Source: an optimization exercise on an open RTL-to-GDS flow (aim: small area). Production flows keep margins and buffers that such runs may drop.
Only simulation tests tie the RTL to the original design; equivalence was not proved.
Power figures rest on the tool's default switching activity, not on a simulated workload.

## oak
==> flow/design.v (excerpt) <==
module stepper_sequencer (
    input  wire        clk,
    input  wire        rst,           
    input  wire        cmd_valid,
    output wire        cmd_ready,
    input  wire [47:0] cmd,
    output wire        rsp_valid,
    output wire [39:0] rsp,
    output reg         ser_latch,
    output reg         ser_data,
    output reg         ser_clk,
    output wire [7:0]  duty_a1,
    output wire [7:0]  duty_b1,
    output wire [7:0]  duty_a2,
    output wire [7:0]  duty_b2,
    output wire        delay_req,
    output wire [31:0] delay_ms,
    input  wire        delay_ack
);
Settings: LEC_CHECK=0, CAP_MARGIN=20, CORE_MARGIN=2, CORE_UTILIZATION=65, PLACE_DENSITY=0.75, SLEW_MARGIN=20; clock period 22.0 ns.
standard.sh (not shown) runs the stock make flow with config.mk's settings and CLKGATE_MAP_FILE= SYNTH_SCRIPT=/design/flow/synth_recipe.tcl, a recipe that flattens the netlist after the stock synthesis.
==> flow/flow/run.sh <==
#!/bin/bash
# Own layout flow: the standard ORFS flow, with
#  - synthesis by the standard flow's own script (synth_recipe.tcl, unchanged), except that
#    ABC maps the logic with an area-oriented script (flow/area.abc); ABC runs
#    after the flip-flops are mapped, so the registers are those of the
#    standard synthesis; the adder cells are left to ABC too (no ADDER_MAP_FILE),
#  - port buffers of the smallest buffer cell (every port still gets its buffer),
#  - one tie cell per constant instead of one per constant load,
#  - a clock tree without dummy loads, built from clkbuf_8 clusters of at most 14 sinks.
# The full make output goes to run_make.log in the work folder; ORFS's own
# per-step logs stay under orfs/logs.
set -euo pipefail
W=$(pwd)
{
  cat <<EOF
proc abc {args} {
  set i [lsearch -exact \$args -script]
  if { \$i >= 0 } { lset args [expr {\$i + 1}] $W/flow/area.abc }
  yosys abc {*}\$args
}
EOF
  cat "$W/synth_recipe.tcl"
} > "$W/own_synth.tcl"
CTS="-sink_clustering_enable -repair_clock_nets -dont_use_dummy_load -buf_list sky130_fd_sc_hd__clkbuf_8 -sink_clustering_size 14 -sink_clustering_max_diameter 60"
bash standard.sh \
  "SYNTH_SCRIPT=$W/own_synth.tcl" \
  "BUFFER_PORTS_ARGS=-buffer_cell sky130_fd_sc_hd__buf_1" \
  "CTS_ARGS=$CTS" \
  SKIP_REPAIR_TIE_FANOUT=1 \
  ADDER_MAP_FILE= \
  finish > run_make.log 2>&1
==> flow/flow/area.abc <==
strash
&get -n
&deepsyn -J 50
&put
dch -f
amap -m
topo
Having completed the whole flow, oak delivered a layout that passed the timing, DRC and antenna checks.
Changes in pine relative to oak:
Settings: a change of CAP_MARGIN from 20 to 5; a change of SLEW_MARGIN from 20 to 5.
==> flow/flow/area.abc <==
strash
dch -f
amap -m
topo
## What came out
- Sort pine and oak by sequential share of power, ascending, and oak comes first.
- Between oak and pine, the clock-buffer cell count figures differ only marginally.
- Power: pine draws less than oak
For birch, these inputs were changed with respect to pine:
Settings: CAP_MARGIN changed from 5 to 20; SLEW_MARGIN changed from 5 to 20.
--- outcome ---
Compared with pine, in birch portion of the layout cell area used by clock cells held steady; headroom to the max-slew limit grew by 25 points. Between birch and pine, the difference in total power is negligible.
Here is what was changed in the inputs of maple compared with birch.
diff --git a/flow/flow/run.sh b/flow/flow/run.sh
--- a/flow/flow/run.sh
+++ b/flow/flow/run.sh
@@ -8,3 +8,3 @@
 #  - one tie cell per constant instead of one per constant load,
-#  - a clock tree without dummy loads, built from clkbuf_8 clusters of at most 14 sinks.
+#  - a clock tree without dummy loads, built from clkbuf_16 clusters of at most 30 sinks.
 # The full make output goes to run_make.log in the work folder; ORFS's own
@@ -23,3 +23,3 @@
 } > "$W/own_synth.tcl"
-CTS="-sink_clustering_enable -repair_clock_nets -dont_use_dummy_load -buf_list sky130_fd_sc_hd__clkbuf_8 -sink_clustering_size 14 -sink_clustering_max_diameter 60"
+CTS="-sink_clustering_enable -repair_clock_nets -dont_use_dummy_load -buf_list sky130_fd_sc_hd__clkbuf_16 -sink_clustering_size 30 -sink_clustering_max_diameter 80"
 bash standard.sh \
==> flow/flow/area.abc <==
strash
&get -n
&deepsyn -J 50
&put
dch -f
amap -m
topo
- Looking only at largest stage delay on the critical path, and setting everything else aside, the higher value of birch and maple goes to birch.
- Run comparison: birch critical setup path kind reg -> out; maple critical setup path kind in -> reg
- maple vs. birch: global placer's final weighted congestion higher, worst slack at placement lower, area of the mapped netlist lower, peak supply drop higher.
- birch and maple ended up with nearly the same portion of the layout cell area used by clock cells.
- Between birch and maple, setup slack decreased.
- maple: largest fanout of any net on the critical path lower than birch
#### Input delta (cedar over maple)
diff --git a/flow/flow/run.sh b/flow/flow/run.sh
--- a/flow/flow/run.sh
+++ b/flow/flow/run.sh
@@ -8,3 +8,3 @@
 #  - one tie cell per constant instead of one per constant load,
-#  - a clock tree without dummy loads, built from clkbuf_16 clusters of at most 30 sinks.
+#  - a clock tree without dummy loads, built from clkbuf_4 clusters of at most 8 sinks.
 # The full make output goes to run_make.log in the work folder; ORFS's own
@@ -23,3 +23,3 @@
 } > "$W/own_synth.tcl"
-CTS="-sink_clustering_enable -repair_clock_nets -dont_use_dummy_load -buf_list sky130_fd_sc_hd__clkbuf_16 -sink_clustering_size 30 -sink_clustering_max_diameter 80"
+CTS="-sink_clustering_enable -repair_clock_nets -dont_use_dummy_load -buf_list sky130_fd_sc_hd__clkbuf_4 -sink_clustering_size 8 -sink_clustering_max_diameter 40"
 bash standard.sh \
[summary]
cedar: no failed stages, no open violations at the end
Compared to maple, the router laid down less metal wire for cedar.
Overall fraction of global-route tracks in use: cedar > maple
On highest cell delay on the worst timing path: cedar sits above maple.
Summary: time the final worst path needs with I/O delays and setup, cedar better than maple
On post-route cell area, maple and cedar are neck and neck.
Compared with maple, cedar shows a lower critical path depth.
Run comparison: cedar endpoint of the most critical setup path rsp[0]; maple endpoint of the most critical setup path nz1
In the flow results for maple and cedar, the final period utilization is smaller on cedar.

---

Another version of the RTL of stepper_sequencer (not shown whole).
Size in the first run: ~280 flip-flops, roughly 160 I/O pins.
==> flow/design.v (excerpt) <==
module stepper_sequencer (
    input  wire        clk,
    input  wire        rst,           
    input  wire        cmd_valid,
    output wire        cmd_ready,
    input  wire [47:0] cmd,
    output wire        rsp_valid,
    output wire [39:0] rsp,
    output reg         ser_latch,
    output reg         ser_data,
    output reg         ser_clk,
    output wire [7:0]  duty_a1,
    output wire [7:0]  duty_b1,
    output wire [7:0]  duty_a2,
    output wire [7:0]  duty_b2,
    output wire        delay_req,
    output wire [31:0] delay_ms,
    input  wire        delay_ack
);
    localparam [2:0] S_IDLE = 3'd0;
    localparam [2:0] S_DIV  = 3'd1;    
    localparam [2:0] S_LOAD = 3'd2;    
    localparam [2:0] S_LOOP = 3'd3;    
    localparam [2:0] S_TX   = 3'd4;    
    localparam [2:0] S_RESP = 3'd5;
    localparam [2:0] S_P1   = 3'd6;    
    localparam [2:0] S_P3   = 3'd7;    
    localparam [2:0] O_NEW  = 3'd1;
    localparam [2:0] O_SET  = 3'd2;
    localparam [2:0] O_ONE  = 3'd3;
    localparam [2:0] O_STEP = 3'd4;
    localparam [2:0] O_REL  = 3'd5;
    localparam [2:0] O_LW   = 3'd6;
    localparam [25:0] SIXTY_MILLION = 26'd60000000;
    localparam [10:0] THOUSAND      = 11'd1000;
    reg [2:0]  st;
    reg [2:0]  op;
    reg [2:0]  rc;       
    reg        ps;       
    reg        dirb;     
    reg [1:0]  sty;      
    reg [31:0] imm;
    reg [3:0]  mcnt;     
    reg [4:0]  cnt;      
    reg [4:0]  ph;       
    reg        run;      
  ...
==> flow/config.mk <==
export PLATFORM = sky130hd
export DESIGN_NAME = stepper_sequencer
export DESIGN_NICKNAME = stepper_sequencer
export VERILOG_FILES = /design/flow/design.v
export SDC_FILE = /design/flow/constraint.sdc
export NUM_CORES = 4
export LEC_CHECK = 0
export CAP_MARGIN = 20
export CORE_MARGIN = 2
export CORE_UTILIZATION = 65
export PLACE_DENSITY = 0.75
export SLEW_MARGIN = 20
==> flow/constraint.sdc <==
create_clock -name core_clock -period 22.0 [get_ports {clk}]
set_input_delay 4.4000 -clock core_clock [delete_from_list [all_inputs] [get_ports {clk}]]
set_output_delay 4.4000 -clock core_clock [all_outputs]
set_load 0.01 [all_outputs]
==> flow/flow/run.sh <==
#!/bin/bash
# Own layout flow: the standard ORFS flow, with
#  - synthesis by the standard flow's own script (synth_recipe.tcl, unchanged), except that
#    ABC maps the logic with an area-oriented script (flow/area.abc); ABC runs
#    after the flip-flops are mapped, so the registers are those of the
#    standard synthesis,
#  - port buffers of the smallest buffer cell (every port still gets its buffer),
#  - one tie cell per constant instead of one per constant load,
#  - a clock tree without dummy loads, built from clkbuf_8 clusters of at most 14 sinks.
# The full make output goes to run_make.log in the work folder; ORFS's own
# per-step logs stay under orfs/logs.
set -euo pipefail
W=$(pwd)
{
  cat <<EOF
proc abc {args} {
  set i [lsearch -exact \$args -script]
  if { \$i >= 0 } { lset args [expr {\$i + 1}] $W/flow/area.abc }
  yosys abc {*}\$args
}
EOF
  cat "$W/synth_recipe.tcl"
} > "$W/own_synth.tcl"
CTS="-sink_clustering_enable -repair_clock_nets -dont_use_dummy_load -buf_list sky130_fd_sc_hd__clkbuf_8 -sink_clustering_size 14 -sink_clustering_max_diameter 60"
bash standard.sh \
  "SYNTH_SCRIPT=$W/own_synth.tcl" \
  "BUFFER_PORTS_ARGS=-buffer_cell sky130_fd_sc_hd__buf_1" \
  "CTS_ARGS=$CTS" \
  SKIP_REPAIR_TIE_FANOUT=1 \
  finish > run_make.log 2>&1
==> flow/flow/area.abc <==
strash
dch -f
amap -m
topo
The starting point ran to the end with no violations.
Rerun with:
--- a/flow/flow/run.sh
+++ b/flow/flow/run.sh
@@ -5,3 +5,3 @@
 #    after the flip-flops are mapped, so the registers are those of the
-#    standard synthesis,
+#    standard synthesis; the adder cells are left to ABC too (no ADDER_MAP_FILE),
 #  - port buffers of the smallest buffer cell (every port still gets its buffer),
@@ -29,2 +29,3 @@
   SKIP_REPAIR_TIE_FANOUT=1 \
+  ADDER_MAP_FILE= \
   finish > run_make.log 2>&1
Effect: The changed run completed without violations. Routed wire length decreases by 0.39%. Hold slack gains 8.1 ps. Final area drops by about 2.7%. Power drops by about 2%. Die area drops by about 2.8%. Count of clock-buffer cells in the layout stays the same. Non-clock buffer count stays the same. Synthesized area fell by 2.9%.

## afterwards: timing with drivers on the ports
The results above use ideal ports. As a check the final layouts listed here were re-extracted and re-timed, cells and wires unchanged. Step 1 (the two cells are an assumption about what drives the block):
set clk [get_ports {clk}]
set_driving_cell -lib_cell sky130_fd_sc_hd__clkbuf_16 $clk
set_driving_cell -lib_cell sky130_fd_sc_hd__buf_2 [delete_from_list [all_inputs] $clk]
Step 2 also shifts input and output timing later by t, the mid clock arrival at the registers, as if the neighbouring blocks saw the same clock. a / b / c = no drivers / after step 1 / after step 2; a / b = the first two.
run	t (ns)	setup WS [ns]	latest minus earliest clock arrival (ns)
oak	0.552	14.743 / 14.760 / 14.208	0.030 / 0.029
pine	0.562	14.778 / 14.746 / 14.235	0.045 / 0.045
birch	0.562	14.764 / 14.726 / 14.238	0.045 / 0.045
maple	0.504	14.681 / 14.704 / 14.199	0.033 / 0.033
cedar	0.642	14.782 / 14.744 / 14.229	0.065 / 0.064
the first run of note 2	0.568	14.696 / 14.718 / 14.150	0.036 / 0.035
the second run of note 2	0.562	14.671 / 14.688 / 14.126	0.030 / 0.030
After both steps every run listed still meets setup and hold. For cedar, which loses most, drivers alone change the setup slack by -0.038 ns; drivers and shift together by -0.553 ns.
